From an optimization exercise on the open Yosys and OpenROAD flow, aimed at small area, a short achievable clock period and few clock cycles; shortcuts taken in it are not production practice.
Only simulation tests tie the RTL to the original design; equivalence was not proved.
Power is estimated from default activity; no workload was simulated.

==> flow/design.v (excerpt) <==
module dab_fv (
    input  wire        clk,
    input  wire        rst,           
    input  wire        req_valid,
    output wire        req_ready,
    input  wire [31:0] req_cw,
    input  wire [63:0] req_opa,
    input  wire [63:0] req_opb,
    output reg         rsp_valid,
    output reg  [3:0]  rsp_status,
    output reg  [63:0] rsp_res
);
export LEC_CHECK = 0
export CAP_MARGIN = 30
export CELL_PAD_IN_SITES_DETAIL_PLACEMENT = 1
export CELL_PAD_IN_SITES_GLOBAL_PLACEMENT = 2
export CORE_MARGIN = 2
export CORE_UTILIZATION = 20
export CTS_CLUSTER_DIAMETER = 100
export CTS_CLUSTER_SIZE = 20
export PLACE_DENSITY = 0.45
export SLEW_MARGIN = 40
create_clock -name core_clock -period 12.0 [get_ports {clk}]
standard.sh (not shown) runs the stock make flow with config.mk's settings and CLKGATE_MAP_FILE= SYNTH_SCRIPT=/design/flow/synth_recipe.tcl, a recipe that flattens the netlist after the stock synthesis.
==> flow/flow/run.sh <==
#!/bin/bash
set -euo pipefail
bash standard.sh SETUP_SLACK_MARGIN=7.5 finish > layout.log 2>&1
Testbench counts at the start, summed over its fixed seeds: cycles 4,569.
Change:
==> flow/flow/run.sh (replaced) <==
#!/bin/bash
set -euo pipefail
bash standard.sh SETUP_SLACK_MARGIN=8 finish > layout.log 2>&1
After rerunning:
- wire length stays flat
- total power rose slightly
- die area is unchanged
- sequential share of layout area fell by 0.50 points

--- another note on this design; it stands on its own ---

==> trial 40 <==
// dab_fv
module dab_fv (
    input  wire        clk,
    input  wire        rst,           
    input  wire        req_valid,
    output wire        req_ready,
    input  wire [31:0] req_cw,
    input  wire [63:0] req_opa,
    input  wire [63:0] req_opb,
    output reg         rsp_valid,
    output reg  [3:0]  rsp_status,
    output reg  [63:0] rsp_res
);
==> flow/config.mk <==
export PLATFORM = sky130hd
export DESIGN_NAME = dab_fv
export DESIGN_NICKNAME = dab_fv
export VERILOG_FILES = /design/flow/design.v
export SDC_FILE = /design/flow/constraint.sdc
export NUM_CORES = 4
export LEC_CHECK = 0
export CAP_MARGIN = 30
export CELL_PAD_IN_SITES_DETAIL_PLACEMENT = 1
export CELL_PAD_IN_SITES_GLOBAL_PLACEMENT = 2
export CORE_MARGIN = 2
export CORE_UTILIZATION = 20
export PLACE_DENSITY = 0.45
export SLEW_MARGIN = 40
==> flow/constraint.sdc <==
create_clock -name core_clock -period 12.0 [get_ports {clk}]
set_input_delay 2.4000 -clock core_clock [delete_from_list [all_inputs] [get_ports {clk}]]
set_output_delay 2.4000 -clock core_clock [all_outputs]
set_load 0.01 [all_outputs]
run.sh (not shown) runs the stock make flow with config.mk's settings and CLKGATE_MAP_FILE= SYNTH_SCRIPT=/design/flow/synth_recipe.tcl, a recipe that flattens the netlist after the stock synthesis.
==> inputs of trial 66, as changes to trial 40 <==
==> flow/config.mk (replaced) <==
export PLATFORM = sky130hd
export DESIGN_NAME = dab_fv
export DESIGN_NICKNAME = dab_fv
export VERILOG_FILES = /design/flow/design.v
export SDC_FILE = /design/flow/constraint.sdc
export NUM_CORES = 4
export LEC_CHECK = 0
export CAP_MARGIN = 20
export CELL_PAD_IN_SITES_DETAIL_PLACEMENT = 0
export CELL_PAD_IN_SITES_GLOBAL_PLACEMENT = 1
export CORE_MARGIN = 2
export CORE_UTILIZATION = 45
export PLACE_DENSITY = 0.65
export SLEW_MARGIN = 20
==> notes <==
- Trial 66 went through all stages and came out clean. Trial 40 passed the timing, DRC and antenna checks.
- Against trial 40, the clock power of trial 66 is smaller by about 11%.
- Synthesized cell count is the same in trial 66 and trial 40.
- Count of clock-buffer cells in the layout: trial 40 is higher than trial 66 (44).
- Of trial 66 and trial 40, trial 40 has the higher non-clock buffer count (gap 110).
- In trial 66 the clock skew is higher than in trial 40, by 21 ps.
- Against trial 40, the wire length of trial 66 is lower by 19%.
- In trial 40 the combinational power is higher than in trial 66, by about 10%.
==> figures <==
quantity	trial 40	trial 66
Final worst hold slack	236 ps	291 ps
Number of global-route vias before repair	91720	85869
Crit Path Max Fanout	94	64
Net count reported at finish	10605	10450
Number of cells in the finished layout apart from fillers	17970	13726
First-pass GRT wire length	872000 um	719000 um
DP Cell Count	17454	13201
Sequential share of power	0.310	0.337
Outcome	no timing/DRC/antenna violations	no timing/DRC/antenna violations
Number of buffers created by CTS	279	234
Pin slew with the least headroom to its limit	961 ps	1420 ps
Worst Hold Path EP	g_mscimm	g_rsp
Switching part of the total power	0.417	0.394
Final Core Density	0.244	0.517
Vias after detailed routing	91621	93235
Testbench counts of trial 40, summed over its fixed seeds: cycles 4,561.
Testbench counts of trial 66, summed over its fixed seeds: cycles 4,561.

## separate check: timing with driven ports
In the flow no input, the clock included, has a driving cell. The finished layouts below were timed again as built, in two steps.
Step 1: set_driving_cell puts a clkbuf_16 on clk and a buf_2 on each other input, an assumption about the parent block.
Step 2 moves the port delays by t, midway between the first and last clock arrival at a register: inputs arrive t later, outputs are due t later. That takes back most of the time a late clock gives input paths.
a / b / c = no drivers / after step 1 / after step 2; a / b = the first two.
run	t, ns	setup WS [ns]	worst setup path after step 2	cell pins on the clock port's net
the first run of note 1	1.054	7.358 / 7.445 / 6.391	input to register	1
the second run of note 1	1.040	7.319 / 7.406 / 6.367	input to register	1
trial 40	1.083	5.922 / 5.922 / 5.922	register to register	1
trial 66	0.990	5.141 / 5.141 / 5.141	register to register	1
After both steps every run listed still meets setup and hold. For the first run of note 1, which loses most, drivers alone change the setup slack by +0.087 ns; drivers and shift together by -0.967 ns.
